Background: an optimization exercise with open tools, aiming at small area, a short achievable clock period and few clock cycles per item. Do not read the settings as production practice.
Only simulation tests tie the RTL to the original design; equivalence was not proved.

## flow/design.v (module list and top-level ports; edited modules follow where they fit)
// module perm_table_builder: 9214 lines
// module rdmux: 24 lines
// module rdmux_fast: 36 lines
// module oai22: 3 lines
// module aoi22: 3 lines
// module aoi222: 3 lines
// module nor4: 3 lines
// module nand4: 3 lines
// module nand2: 3 lines
// module nor2: 3 lines
// module nor3: 3 lines
// module nand3: 3 lines
// module or2: 3 lines
// module ao21: 3 lines
// module xor2: 3 lines
// module xnor2: 3 lines
// module fa3: 4 lines
// module ha2: 4 lines
module perm_table_builder (
    input  wire        clk,
    input  wire        rst,       
    input  wire        start,     
    input  wire [63:0] seed,      
    input  wire [7:0]  rd_addr,
    output wire [7:0]  rd_data,   
    output reg         busy,
    output reg         valid
);
  // ...
==> flow/run.sh <==
#!/bin/bash
# synth_recipe.tcl (not shown) runs the flow's synth.tcl, then flattens the netlist and writes it again
# the make line also repeats each setting of config.mk as NAME=value (left out here)
make -C /OpenROAD-flow-scripts/flow DESIGN_CONFIG=/design/flow/config.mk WORK_HOME=/design/flow/orfs CLKGATE_MAP_FILE= SYNTH_SCRIPT=/design/flow/synth_recipe.tcl finish
==> flow/config.mk <==
export PLATFORM = sky130hd
export DESIGN_NAME = perm_table_builder
export DESIGN_NICKNAME = perm_table_builder
export VERILOG_FILES = /design/flow/design.v
export SDC_FILE = /design/flow/constraint.sdc
export NUM_CORES = 8
export LEC_CHECK = 0
export CAP_MARGIN = 20
export CORE_MARGIN = 2
export CORE_UTILIZATION = 38
export CTS_CLUSTER_DIAMETER = 90
export CTS_CLUSTER_SIZE = 24
export PLACE_DENSITY = 0.5
export SETUP_SLACK_MARGIN = 5
export SLEW_MARGIN = 20
export SYNTH_HIERARCHICAL = 1
export SYNTH_MINIMUM_KEEP_SIZE = 0
export TNS_END_PERCENT = 20
==> flow/constraint.sdc <==
create_clock -name core_clock -period 13.5 [get_ports {clk}]
set_input_delay 2.7000 -clock core_clock [delete_from_list [all_inputs] [get_ports {clk}]]
set_output_delay 2.7000 -clock core_clock [all_outputs]
set_load 0.01 [all_outputs]
==> reports/results.md, run 1 <==
| Metric | Value | Unit |
| --- | --- | --- |
| Result of the run | timing/DRC/antenna clean | - |
| Starting density of the core | 0.381 | - |
| Number of top-level design ports | 85 | - |
| Post-detailed-route via-to-cell ratio | 6.93 | - |
| Layer with the highest usage after global routing | met2 | - |
| Area contributors post-synth | sky130_fd_sc_hd__fa_1 30%, sky130_fd_sc_hd__dfxtp_1 24%, sky130_fd_sc_hd__a222oi_1 9.0%, sky130_fd_sc_hd__o22ai_1 5.8%, sky130_fd_sc_hd__ha_1 4.6% | - |
| Area occupied by multi-input gates | 172000 | um^2 |
| Clock buffer count in the final layout | 202 | - |
| Mapped Area | 226000 | um^2 |
| Post-layout worst setup margin | 4.51 | ns |
| Total non-filler cell area in the finished layout | 254000 | um^2 |
| Die ar. | 600000 | um^2 |
| Flip-flop and latch count after synthesis | 2755 | - |
| HPWL after detailed placement | 805000 | um |
| Inverters, non-clock | 521 | - |
| Post-detailed-route wirelength per cell | 37.6 | um |
| Clock buffer count from CTS | 185 | - |
| Final std cells w/o fill | 29900 | - |
| Placeable core region | 593000 | um^2 |
| Leading area contributor after synthesis | sky130_fd_sc_hd__fa_1 | - |
| Antenna violations before repair | 34 | - |
| Share of Yosys cell area claimed by the top area cell type | 0.297 | - |
| Biggest area consumer among cell classes | multi-input gates | - |
| Worst-case headroom to the max-slew limit | 0.158 | - |
| Final net count | 26100 | - |
| Slowest cell on the critical path | sky130_fd_sc_hd__xor2_4 | - |
| Flip-flop count of the largest register after layout | 2048 | - |
| Type of destination of the critical path | output pin | - |
| Detailed Routing Iterations Pass 1 | 14 | - |
| Hold Path End | q3A[0]$_DFF_P_ | - |
| Area grow syn2layout | 12.5 | % |
| Highest routed metal layer | met5 | - |
| Peak fanout along the critical path | 7 | - |
| Synthesized area per cell | 10.6 | um^2 |
| Vias in the first global route | 210000 | - |
| Met3 GRT Util | 0.0870 | - |
| Total GRT Usage | 0.361 | - |
| Number of enable-type register cells in the synthesized netlist | 2 | - |
| Count of standard-cell rows | 283 | - |
| Height of the die | 775 | um |
Testbench counts, summed over its fixed seeds: cycles 4,384, builds 32.
==> inputs of run 2 (changes only) <==
--- a/flow/design.v
+++ b/flow/design.v
@@ -9114,37 +9114,44 @@
     wire [8:0] df5_3B = rs5_3B - dd5;
     wire [7:0] rn5_3B = ge5_3B ? df5_3B[7:0] : rs5_3B[7:0];
     always @(posedge clk) rm5B <= rn5_3B;
     wire [7:0] ja   = rm5A;
     wire [7:0] jb   = rm5B;
     wire [7:0] i    = 8'd15 - o;
     wire [7:0] i1   = i - 8'd1;
     wire       swp  = busy && n >= 9'd8;
-    wire [7:0] av = rd_addr & {8{valid}};
-    wire [7:0] bx = valid ? o : ja ^ o;              
-    wire [7:0] gj = valid ? 8'd0 : ja & o;           
-    wire [7:0] bp = valid ? o : ja | o;              
-    wire [7:0] x, g, p;
-    genvar q, b;
-    generate
-        for (b = 0; b < 8; b = b + 1) begin : g_xgp
-            xor2 ux (.a(av[b]), .b(bx[b]), .y(x[b]));
-            ao21 ug (.a1(av[b]), .a2(o[b]), .b(gj[b]), .y(g[b]));
-            or2  up (.a(av[b]), .b(bp[b]), .y(p[b]));
+    function [3:0] tab;                              
+        input kb, kb1, ob, ob1;
+        integer xy;
+        reg ai, ai1;
+        begin
+            for (xy = 0; xy < 4; xy = xy + 1) begin
+                ai  = xy[1];
+                ai1 = xy[0];
+                tab[xy] = ai ^ ob ^ kb ^ (kb1 ? (ai1 & ob1) : (ai1 | ob1));
+            end
         end
-    endgenerate
-    wire [1:0] en0 = {~x[0], x[0]};
+    endfunction
+    genvar q, b;
+    wire [1:0] en0;
     wire [3:0] en [1:7];
     generate
+        for (q = 0; q < 2; q = q + 1) begin : g_e0
+            wire d1 = valid ? ~o[0] ^ q[0] : ja[0] ^ o[0] ^ q[0];
+            wire d0 = valid ?  o[0] ^ q[0] : ja[0] ^ o[0] ^ q[0];
+            mux2 u (.s(rd_addr[0]), .d0(d0), .d1(d1), .y(en0[q]));
+        end
         for (b = 1; b < 8; b = b + 1) begin : g_e
-            xor2  u0 (.a(x[b]), .b(p[b-1]), .y(en[b][0]));
-            xor2  u1 (.a(x[b]), .b(g[b-1]), .y(en[b][1]));
-            xnor2 u2 (.a(x[b]), .b(p[b-1]), .y(en[b][2]));
-            xnor2 u3 (.a(x[b]), .b(g[b-1]), .y(en[b][3]));
+            for (q = 0; q < 4; q = q + 1) begin : g_k
+                wire [3:0] tv = tab(q[1], q[0], o[b], o[b-1]);
+                wire [3:0] tj = tab(q[1], q[0], o[b], o[b-1]) >> {ja[b], ja[b-1]};
+                wire [3:0] d  = valid ? tv : {4{tj[0]}};
+                lut2 u (.s1(rd_addr[b]), .s0(rd_addr[b-1]), .d(d), .y(en[b][q]));
+            end
         end
     endgenerate
     wire [7:0]  ga;                                  
     wire [15:0] gb;                                  
     wire [7:0]  gc;                                  
     generate
         for (q = 0; q < 8; q = q + 1) begin : g_ga
             nor3 u (.a(en0[q & 1]), .b(en[1][q & 3]), .c(en[2][(q >> 1) & 3]), .y(ga[q]));
@@ -9288,16 +9295,22 @@
     assign y = ~(a & b & c & d);
 endmodule
 module nand2 (input wire a, input wire b, output wire y);
     assign y = ~(a & b);
 endmodule
 module nor2 (input wire a, input wire b, output wire y);
     assign y = ~(a | b);
 endmodule
+module mux2 (input wire s, input wire d0, input wire d1, output wire y);
+    assign y = s ? d1 : d0;
+endmodule
+module lut2 (input wire s1, input wire s0, input wire [3:0] d, output wire y);
+    assign y = s1 ? (s0 ? d[3] : d[2]) : (s0 ? d[1] : d[0]);
+endmodule
 module nor3 (input wire a, input wire b, input wire c, output wire y);
     assign y = ~(a | b | c);
 endmodule
 module nand3 (input wire a, input wire b, input wire c, output wire y);
     assign y = ~(a & b & c);
 endmodule
 module or2 (input wire a, input wire b, output wire y);
     assign y = a | b;
--- a/flow/config.mk
+++ b/flow/config.mk
@@ -10,9 +10,8 @@
 export CORE_UTILIZATION = 38
 export CTS_CLUSTER_DIAMETER = 90
 export CTS_CLUSTER_SIZE = 24
 export PLACE_DENSITY = 0.5
 export SETUP_SLACK_MARGIN = 5
 export SLEW_MARGIN = 20
 export SYNTH_HIERARCHICAL = 1
 export SYNTH_MINIMUM_KEEP_SIZE = 0
-export TNS_END_PERCENT = 20
==> run 2 against run 1 <==
Largest cell class unchanged. Clock-buffer cell count is 1 higher. Wire length is 1.4% higher. Highest routed layer unchanged. Setup slack better by 0.37 ns. Register-to-register slack better by 0.48 ns. Worst hold slack better by 0.0085 ns. Final cell count is 0.58% higher.
==> reports/results.md, run 2 <==
| Metric | Value | Unit | Change |
| --- | --- | --- | --- |
| Post-synthesis cell type count | 103 | - | was 106 |
| Vias | 209000 | - | was 207000 |
| Number of DRC violations after detailed routing | 0 | - | unchanged |
| Synth Instances | 21500 | - | was 21300 |
| Largest register by flop count | g_slot.v | - | unchanged |
| Worst Setup Start Kind | input pin | - | unchanged |
| Critical R2R Launch | sB[39]$_DFF_P_ | - | was z1A[42]$_DFF_P_ |
| Maximum achievable frequency | 116 | MHz | was 111 MHz |
| Worst Path Required | 10.80 | ns | about the same |
| Starting density of the core | 0.382 | - | was 0.381 |
| Clock root buffer | sky130_fd_sc_hd__clkbuf_16 | - | unchanged |
| Most common cell on crit path | sky130_fd_sc_hd__nand2_1 | - | was sky130_fd_sc_hd__buf_12 |
| Type of destination of the critical path | output pin | - | unchanged |
| Slowest cell on the critical path | sky130_fd_sc_hd__mux4_2 | - | was sky130_fd_sc_hd__xor2_4 |
| Worst Path Arrival | 5.92 | ns | was 6.29 ns |
| Number of inserted filler cells in the final layout | 56900 | - | about the same |
| Met3 GRT Util | 0.107 | - | was 0.0870 |
| Global-route met2 utilization | 0.533 | - | was 0.557 |
| Most common library cell in the layout ignoring fill and taps | sky130_fd_sc_hd__fa_1 | - | unchanged |
| Detailed Routing Iterations Pass 1 | 17 | - | was 14 |
| Die ar. | 604000 | um^2 | was 600000 um^2 |
| Final std cells w/o fill | 30000 | - | was 29900 |
| Most instantiated flip-flop cell in the synthesis netlist | sky130_fd_sc_hd__dfxtp_1 | - | unchanged |
| Number of buffers on the longest clock path | 4 | - | unchanged |
| Area contributors post-synth | sky130_fd_sc_hd__fa_1 30%, sky130_fd_sc_hd__dfxtp_1 24%, sky130_fd_sc_hd__a222oi_1 9.0%, sky130_fd_sc_hd__o22ai_1 5.8%, sky130_fd_sc_hd__ha_1 4.6% | - | unchanged |
| Max stage delay on crit path | 0.45 | ns | was 0.35 ns |
| Horizontal die dimension | 777 | um | was 775 um |
| Starting DRT DRC Count | 41300 | - | was 38500 |
| RSZ-0062 raised after global routing | yes | - | unchanged |
| Flip-flop count of the largest register after layout | 2048 | - | unchanged |
| CTS clock-pin slew for the worst setup and hold paths | 0.08 | ns | was 0.09 ns |
| Post-detailed-route wirelength per cell | 37.9 | um | was 37.6 um |
| Clock latency on the worst-skew pair | 1.10 | ns | was 1.07 ns |
| Area occupied by multi-input gates | 174000 | um^2 | was 172000 um^2 |
| Share of post-route cells with drive strength above 1 | 0.112 | - | was 0.109 |
| Kind of cell with the highest combined delay on the critical path | simple AND/OR/NAND/NOR gates | - | unchanged |
| Seq. cell area | 55200 | um^2 | about the same |
| Vias in the first global route | 208000 | - | was 210000 |
| Leading area contributor after synthesis | sky130_fd_sc_hd__fa_1 | - | unchanged |
| Worst setup startpoint | rd_addr[2] | - | unchanged |
| Number of setup violations in the final report | 0 | - | unchanged |
| Setup skew after layout | 0.135 | ns | was 0.173 ns |
| Height of the die | 777 | um | was 775 um |
| Clock buffer count from CTS | 183 | - | was 185 |
| First-pass GRT wire length | 1590000 | um | was 1580000 um |
| Count of standard-cell rows | 283 | - | unchanged |
| CTS tree | built | - | unchanged |
| Share of Yosys cell area claimed by the top area cell type | 0.295 | - | was 0.297 |
| Number of top-level design ports | 85 | - | unchanged |
| Total detailed-routing wirelength | 1140000 | um | was 1120000 um |
| List of most frequent post-synthesis cells | 3349 x sky130_fd_sc_hd__fa_1, 2753 x sky130_fd_sc_hd__dfxtp_1, 2094 x sky130_fd_sc_hd__o22ai_1 | - | was 3349 x sky130_fd_sc_hd__fa_1, 2753 x sky130_fd_sc_hd__dfxtp_1, 2080 x sky130_fd_sc_hd__o22ai_1 |
| Total GRT Usage | 0.362 | - | was 0.361 |
| Minimum clock period | 8.62 | ns | was 8.99 ns |
| TritonCTS Sinks | 2755 | - | unchanged |
| Buf/Inv on CP | 6 | - | was 8 |
| Synthesized area per cell | 10.5 | um^2 | was 10.6 um^2 |
| Worst slew pin tran | 1.41 | ns | was 1.25 ns |
| Yosys warnings | 7 | - | unchanged |
| Endpoints failing hold | 0 | - | unchanged |
| Worst-case headroom to the max-slew limit | 0.0523 | - | was 0.158 |
| HP Class | reg -> reg | - | unchanged |
| Final net count | 26300 | - | was 26100 |
| Routing usage on met1 | 0.484 | - | was 0.464 |
| Mapped Area | 227000 | um^2 | was 226000 um^2 |
| Number of enable-type register cells in the synthesized netlist | 2 | - | unchanged |
| Crit Path Class | in -> out | - | unchanged |
| Share of the yosys chip area belonging to registers | 0.243 | - | was 0.244 |
| I/O Buffers | 84 | - | unchanged |
| Cell with the most instances after synthesis | sky130_fd_sc_hd__fa_1 | - | unchanged |
| Remaining Overflow, GRT | 0 | - | unchanged |
| Gp weighted congestion | 1.03 | - | was 1.00 |
| Most frequent cells in the layout | 3349 x sky130_fd_sc_hd__fa_1, 2717 x sky130_fd_sc_hd__dfxtp_1, 2065 x sky130_fd_sc_hd__o22ai_1 | - | was 3349 x sky130_fd_sc_hd__fa_1, 2737 x sky130_fd_sc_hd__dfxtp_1, 2075 x sky130_fd_sc_hd__o22ai_1 |
| Antenna violations before repair | 58 | - | was 34 |
| Antenna violation net count after detailed routing | 0 | - | unchanged |
| Pin count of the biggest net entering global routing | 177 | - | was 182 |
| Layer with the highest usage after global routing | met2 | - | unchanged |
| Post-route clock period utilization | 0.638 | - | was 0.666 |
| Flip-flop and latch count after synthesis | 2755 | - | unchanged |
| # placed instances | 29400 | - | was 29300 |
| Fin Setup TNS | 0 | ns | unchanged |
| Post-detailed-route via-to-cell ratio | 6.95 | - | was 6.93 |
| Max Cap Violations | 0 | - | unchanged |
| # H-tree levels | 4 | - | unchanged |
| Ordered list of cells on the worst path | buf_16, mux4_2, buf_12, nor3_4, buf_12, bufbuf_16, nand3_4, buf_4, o22ai_1, nor2_1, nand2_1, nor2_1, nand2_1, nor2_4, nand2_1, nor2_4, xor2_4, buf_6 | - | was buf_12, and2_4, xor2_4, buf_12, buf_8, xor2_4, buf_6, nor3_4, buf_12, buf_16, nand3_4, buf_12, o22ai_1, nor2_1, nand2_1, nor2_1, nand2_2, nor2_4, nand2_4, nor2_4, xor2_4, buf_6 |
| Result of the run | timing/DRC/antenna clean | - | unchanged |
| Max Slew Vio Count | 0 | - | unchanged |
| Fraction of registers with async set/reset | 0 | - | unchanged |
| Startpoint of the worst hold path | q1B[5]$_DFF_P_ | - | was q2A[0]$_DFF_P_ |
| HPWL after detailed placement | 812000 | um | was 805000 um |
| Area grow syn2layout | 12.9 | % | was 12.5% |
| Peak fanout along the critical path | 9 | - | was 7 |
| Post-Route Hold Slack | 0.331 | ns | was 0.323 ns |
| Placeable core region | 595000 | um^2 | was 593000 um^2 |
| End-of-flow core utilization | 0.431 | - | was 0.428 |
-- run 2: cell count changes after synthesis, sizes merged, moves of 21 or more --
| cell | delta |
|---|---|
| nand3 | +34 |
| nand2b | -23 |
| nand4 | +27 |
| inv | +46 |
| mux4 | +31 |
| nor2 | +54 |
| a21o | -36 |
| clkbuf | +37 |
| mux2 | +29 |
| a21oi | +21 |
| o22a | +23 |
-- run 2: cell type report --
class	instances	share of cell area
tap	7837	0.0382
sequential	2755	0.215
timing repair buffer	882	0.0340
inverter	570	0.00876
clock inverter	97	0.00592
antenna	29	0.000283
clock buffer	203	0.0188
multi-input combinational	17700	0.679
-- run 2: metrics by stage --
stage	instance area, um^2	worst slack (ns)
2_1_floorplan	228000	5.02
3_3_place_gp	241000	2.40
3_5_place_dp	241000	2.38
4_1_cts	252000	4.84
5_1_grt	256000	4.89
6_report	256000	4.88
-- run 2: final timing paths --
kind | end | slack (ns) | cells after the start
max | rd_data[7] | 4.88 | 18
min | q2B[5]$_DFF_P_ | 0.33 | 0
max reg2reg | z1B[59]$_DFF_P_ | 5.23 | 17
min reg2reg | q2B[5]$_DFF_P_ | 0.33 | 0
-- run 2: timing repair --
item | CTS | global route
setup buffers | 84 | 180
hold buffers | 0 | 0
pin swaps | 37 | 53
gates cloned | 17 | 12
resized for setup | 764 | 449
endpoints found under the setup margin | 88 | 99
hold endpoints to repair | 0 | 0
-- run 2: cells by family after synthesis --
group / count (synthesis) / share of synthesized area
and+or+nand+nor: 5465 / 0.122
adders and majority gates: 4179 / 0.341
xor gates and xnor gates: 985 / 0.0381
buffers and inverters: 1185 / 0.0202
other: 1 / 0.0000165
AOI/OAI and AO/OA: 6696 / 0.220
DFF: 2755 / 0.243
muxes: 278 / 0.0154
-- run 2: per-module statistics from Yosys (local to each module, per instance), excerpt --
module              flops+latches  copies in the design  cells inside  area [um^2]
perm_table_builder           2755                     1         12300       116000
lut2                            0                    28             1         22.5
fa3                             0                  3306             1         20.0
ha2                             0                   166             1         12.5
aoi22                           0                    16             1         12.5
nor4                            0                   272             1         12.5
nor3                            0                    24             1         10.0
xor2                            0                     8             1         8.76
nand4                           0                    64             1         6.26
oai22                           0                  2048             1         6.26
nand3                           0                   256             1         5.00
nor2                            0                   688             1         3.75
nand2                           0                   344             1         3.75
-- run 2: layer usage --
layer / wire (um) / part of all wire
met1: 441000 / 0.39
met2: 478000 / 0.42
met3: 144000 / 0.13
met4: 73900 / 0.065
met5: 408 / 0.00036
Testbench counts of run 2, summed over its fixed seeds: cycles 4,384, builds 32.
==> inputs of run 3 (changes only) <==
--- a/flow/config.mk
+++ b/flow/config.mk
@@ -8,8 +8,8 @@
 export CAP_MARGIN = 20
 export CORE_MARGIN = 2
-export CORE_UTILIZATION = 38
-export CTS_CLUSTER_DIAMETER = 90
-export CTS_CLUSTER_SIZE = 24
-export PLACE_DENSITY = 0.5
+export CORE_UTILIZATION = 42
+export CTS_CLUSTER_DIAMETER = 95
+export CTS_CLUSTER_SIZE = 26
+export PLACE_DENSITY = 0.55
 export SETUP_SLACK_MARGIN = 5
 export SLEW_MARGIN = 20
==> run 3 against run 2 <==
Sequential share of layout area shrank 0.074 points. Maximum frequency shrank 1.2%. Final area grew 0.31%. First-iteration DRC count shrank 1.4%. Wire length shrank 2.6%. Core utilization is 4.5 points higher. Register-to-register slack worse by 0.08 ns. Worst hold slack got worse by 0.022 ns. Global-route usage up 2.7 points. Critical endpoint is now rd_data[5].
==> reports/results.md, run 3 <==
| Metric | Value | Unit | Change |
| --- | --- | --- | --- |
| Setup skew after layout | 0.141 | ns | was 0.135 ns |
| Final net count | 26400 | - | was 26300 |
| Share of post-route cells with drive strength above 1 | 0.121 | - | was 0.112 |
| Number of inserted filler cells in the final layout | 50500 | - | was 56900 |
| Synth Area in Adders | 0.341 | - | unchanged |
| Antenna violations before repair | 66 | - | was 58 |
| Vias | 209000 | - | about the same |
| Post-layout worst setup margin | 4.78 | ns | was 4.88 ns |
| Antenna violation net count after detailed routing | 0 | - | unchanged |
| Most common library cell in the layout ignoring fill and taps | sky130_fd_sc_hd__fa_1 | - | unchanged |
| Crit Path Class | in -> out | - | unchanged |
| Number of buffers on the longest clock path | 4 | - | unchanged |
| Number of DRC violations after detailed routing | 0 | - | unchanged |
| Area grow syn2layout | 13.2 | % | was 12.9% |
| Clock buffer count from CTS | 167 | - | was 183 |
| Yosys warnings | 7 | - | unchanged |
| Synth Instances | 21500 | - | unchanged |
| Area contributors post-synth | sky130_fd_sc_hd__fa_1 30%, sky130_fd_sc_hd__dfxtp_1 24%, sky130_fd_sc_hd__a222oi_1 9.0%, sky130_fd_sc_hd__o22ai_1 5.8%, sky130_fd_sc_hd__ha_1 4.6% | - | unchanged |
| Post-detailed-route wirelength per cell | 37.5 | um | was 37.9 um |
| Max Slew Vio Count | 0 | - | unchanged |
| Share of the yosys chip area belonging to registers | 0.243 | - | unchanged |
| Most instantiated flip-flop cell in the synthesis netlist | sky130_fd_sc_hd__dfxtp_1 | - | unchanged |
| TritonCTS Sinks | 2755 | - | unchanged |
| First-pass GRT wire length | 1560000 | um | was 1590000 um |
| Max stage delay on crit path | 0.33 | ns | was 0.45 ns |
| Combinational family with the most area after synthesis | adder cells | - | unchanged |
| Buf/Inv on CP | 7 | - | was 6 |
| Placeable core region | 540000 | um^2 | was 595000 um^2 |
| Kind of cell with the highest combined delay on the critical path | simple AND/OR/NAND/NOR gates | - | unchanged |
| Worst-case headroom to the max-slew limit | 0.136 | - | was 0.0523 |
| Number of enable-type register cells in the synthesized netlist | 2 | - | unchanged |
| Endpoints failing hold | 0 | - | unchanged |
| Minimum clock period | 8.72 | ns | was 8.62 ns |
| CTS clock-pin slew for the worst setup and hold paths | 0.09 | ns | was 0.08 ns |
| Vias in the first global route | 207000 | - | was 208000 |
| # H-tree levels | 4 | - | unchanged |
| Number of setup violations in the final report | 0 | - | unchanged |
| Most common cell on crit path | sky130_fd_sc_hd__buf_12 | - | was sky130_fd_sc_hd__nand2_1 |
| Proportion of synthesized area in mux cells | 0.0154 | - | unchanged |
| Cells on Worst Hold Path | 0 | - | unchanged |
| Starting DRT DRC Count | 40800 | - | was 41300 |
| I/O Buffers | 84 | - | unchanged |
| Peak fanout along the critical path | 10 | - | was 9 |
| Detailed Routing Iterations Pass 1 | 15 | - | was 17 |
| Worst slew pin tran | 1.28 | ns | was 1.41 ns |
| Critical path depth in cells | 19 | - | was 18 |
| HPWL after detailed placement | 784000 | um | was 812000 um |
| Synthesized area per cell | 10.5 | um^2 | unchanged |
| Remaining Overflow, GRT | 0 | - | unchanged |
| Post-route clock period utilization | 0.646 | - | was 0.638 |
| List of most frequent post-synthesis cells | 3349 x sky130_fd_sc_hd__fa_1, 2753 x sky130_fd_sc_hd__dfxtp_1, 2094 x sky130_fd_sc_hd__o22ai_1 | - | unchanged |
| Horizontal die dimension | 739 | um | was 777 um |
| Fin Setup TNS | 0 | ns | unchanged |
| Number of cell instances on the worst register-to-register path | 20 | - | was 17 |
| Height of the die | 739 | um | was 777 um |
| Slowest cell on the critical path | sky130_fd_sc_hd__xor2_4 | - | was sky130_fd_sc_hd__mux4_2 |
| Worst Path Arrival | 6.02 | ns | was 5.92 ns |
| Share of the synthesized area in compound gates (AO/OA/AOI/OAI) | 0.220 | - | unchanged |
| Worst Setup Start Kind | input pin | - | unchanged |
| Post-synthesis cell type count | 103 | - | unchanged |
| Share of Yosys cell area claimed by the top area cell type | 0.295 | - | unchanged |
| Count of standard-cell rows | 270 | - | was 283 |
| Cell with the most instances after synthesis | sky130_fd_sc_hd__fa_1 | - | unchanged |
| Flip-flop and latch count after synthesis | 2755 | - | unchanged |
| Total detailed-routing wirelength | 1110000 | um | was 1140000 um |
| Die ar. | 547000 | um^2 | was 604000 um^2 |
| Number of top-level design ports | 85 | - | unchanged |
| CTS tree | built | - | unchanged |
| HP Class | reg -> reg | - | unchanged |
| Gp weighted congestion | 1.02 | - | was 1.03 |
| Fraction of registers with async set/reset | 0 | - | unchanged |
| Post-detailed-route via-to-cell ratio | 7.09 | - | was 6.95 |
| Largest register by flop count | g_slot.v | - | unchanged |
| Mapped Area | 227000 | um^2 | unchanged |
| Pin count of the biggest net entering global routing | 155 | - | was 177 |
| Worst Path Required | 10.80 | ns | about the same |
| Most frequent cells in the layout | 3349 x sky130_fd_sc_hd__fa_1, 2734 x sky130_fd_sc_hd__dfxtp_1, 2033 x sky130_fd_sc_hd__a222oi_1 | - | was 3349 x sky130_fd_sc_hd__fa_1, 2717 x sky130_fd_sc_hd__dfxtp_1, 2065 x sky130_fd_sc_hd__o22ai_1 |
| Area fraction in and, or, nand and nor cells after synthesis | 0.122 | - | unchanged |
| Total GRT Usage | 0.389 | - | was 0.362 |
| Flip-flop count of the largest register after layout | 2048 | - | unchanged |
| RSZ-0062 raised after global routing | yes | - | unchanged |
| Result of the run | timing/DRC/antenna clean | - | unchanged |
| Clock root buffer | sky130_fd_sc_hd__clkbuf_16 | - | unchanged |
| XOR/XNOR Fraction of Synth Area | 0.0381 | - | unchanged |
| Maximum achievable frequency | 115 | MHz | was 116 MHz |
| Max Cap Violations | 0 | - | unchanged |
| Leading area contributor after synthesis | sky130_fd_sc_hd__fa_1 | - | unchanged |
| Starting density of the core | 0.421 | - | was 0.382 |
| Post-Route Hold Slack | 0.310 | ns | was 0.331 ns |
| Clock latency on the worst-skew pair | 1.06 | ns | was 1.10 ns |
| Type of destination of the critical path | output pin | - | unchanged |
| Pre-CTS worst setup slack | 1.86 | ns | was 2.38 ns |
| Ordered list of cells on the worst path | buf_16, buf_4, mux4_2, buf_12, nor3_4, buf_12, buf_16, nand3_4, o22ai_1, nor2_1, nand2_1, nor2_2, nand2_1, nor2_4, nand2_4, nor2_4, buf_12, xor2_4, buf_6 | - | was buf_16, mux4_2, buf_12, nor3_4, buf_12, bufbuf_16, nand3_4, buf_4, o22ai_1, nor2_1, nand2_1, nor2_1, nand2_1, nor2_4, nand2_1, nor2_4, xor2_4, buf_6 |
==> run 3: path summary, 6_finish.rpt <==
kind	slack (ns)	end	from
setup reg to reg	5.15	rA[32]$_DFF_P_	z1A[43]$_DFF_P_
setup / recovery	4.78	rd_data[5]	rd_addr[4]
hold reg to reg	0.31	q3B[2]$_DFF_P_	q2B[2]$_DFF_P_
hold / removal	0.31	q3B[2]$_DFF_P_	q2B[2]$_DFF_P_
==> run 3: worst register-to-register path: stages, from the launching register on <==
cell	delay [ns]
sky130_fd_sc_hd__dfxtp_1	0.69
sky130_fd_sc_hd__xor2_1	0.13
sky130_fd_sc_hd__buf_4	0.25
sky130_fd_sc_hd__inv_1	0.67
sky130_fd_sc_hd__fa_1	0.57
sky130_fd_sc_hd__fa_1	0.51
sky130_fd_sc_hd__fa_1	0.56
sky130_fd_sc_hd__fa_1	0.55
sky130_fd_sc_hd__fa_1	0.55
sky130_fd_sc_hd__ha_1	0.45
sky130_fd_sc_hd__nand2_1	0.11
sky130_fd_sc_hd__nor2_1	0.26
sky130_fd_sc_hd__nand3_1	0.19
sky130_fd_sc_hd__or4_1	0.53
sky130_fd_sc_hd__nor3_1	0.21
sky130_fd_sc_hd__nor3_1	0.18
sky130_fd_sc_hd__o31a_1	0.43
sky130_fd_sc_hd__nor4b_1	0.56
sky130_fd_sc_hd__o22ai_1	0.25
sky130_fd_sc_hd__xnor2_1	0.46
sky130_fd_sc_hd__xor2_1	0.12
==> run 3: kinds of logic (layout without fill, tap and decap cells) <==
group	Yosys count	count (layout)
compound gates	6696	6696
simple gates	5465	5493
xor+xnor	985	985
mux	278	278
flops	2755	2755
fa+ha+maj	4179	4179
buf+inv	1185	1835
other cells	1	104
==> run 3: cell type report <==
cell class,count,area [um^2],area share
inverter,570,2220,0.00864
timing repair buffer,1000,10200,0.0396
tap,7208,9020,0.0351
clock inverter,86,1420,0.00552
multi-input combinational,17700,175000,0.679
clock buffer,179,4380,0.0170
sequential,2755,55200,0.215
antenna,49,123,0.000477
==> run 3: what timing repair did <==
item / CTS / global route
setup buffers: 131 / 236
hold buffers: 0 / 0
resized for setup: 913 / 459
setup endpoints to repair: 68 / 89
pin swaps: 69 / 143
gates cloned: 22 / 32
==> run 3: per-module statistics from Yosys, one instance, submodules excluded, excerpt <==
| module | cells | flip-flops and latches |
|---|---|---|
| ha2 | 1 | 0 |
| nand4 | 1 | 0 |
| lut2 | 1 | 0 |
| xor2 | 1 | 0 |
| oai22 | 1 | 0 |
| nor3 | 1 | 0 |
| nor2 | 1 | 0 |
| nor4 | 1 | 0 |
| perm_table_builder | 12300 | 2755 |
| aoi22 | 1 | 0 |
| nand3 | 1 | 0 |
==> run 3: per-layer routing <==
layer  up-vias  track usage  routed length [um]
met5         -            0                 489
met4        52        0.184               66500
met3      3118        0.121              146000
met2     15700        0.563              459000
met1    106000        0.530              435000
li1      84600            -                   -
==> run 3: per-stage QoR <==
stage	instance area [um^2]	util	std cells
global placement	240000	0.445	28800
global route	257000	0.476	29500
CTS	252000	0.467	29200
detailed placement	240000	0.445	28800
floorplan	228000	-	21600
finish	257000	0.476	29500

[port drivers added, routing unchanged]
Ports are ideal in the flow. The routed layouts listed here were re-timed in OpenROAD. Step 1 assumes that a clkbuf_16 drives the clock port and a buf_2 every other input. Step 2 times the ports against the registers' clock, not the clock port: input delays grow and output delays shrink by t, the midpoint of the rising clock arrivals with the driver on. Slacks: no drivers / after step 1 / after step 2; pairs: no drivers / after step 1.
run | shift t [ns] | setup slack, ns | hold slack, ns | latest minus earliest clock arrival (ns) | worst slew at a driven data input, ns
run 1 | 1.111 | 4.510 / 4.457 / 4.457 | 0.323 / 0.323 / 0.323 | 0.175 / 0.175 | 0.20
run 2 | 1.150 | 4.883 / 4.756 / 4.756 | 0.331 / 0.331 / 0.331 | 0.168 / 0.167 | 0.41
run 3 | 1.103 | 4.780 / 4.585 / 4.585 | 0.310 / 0.310 / 0.310 | 0.157 / 0.156 | 0.34
After both steps every run listed still meets setup and hold. The setup slack of run 3, which loses most, moves by -0.195 ns with the drivers and by -0.195 ns with both steps.
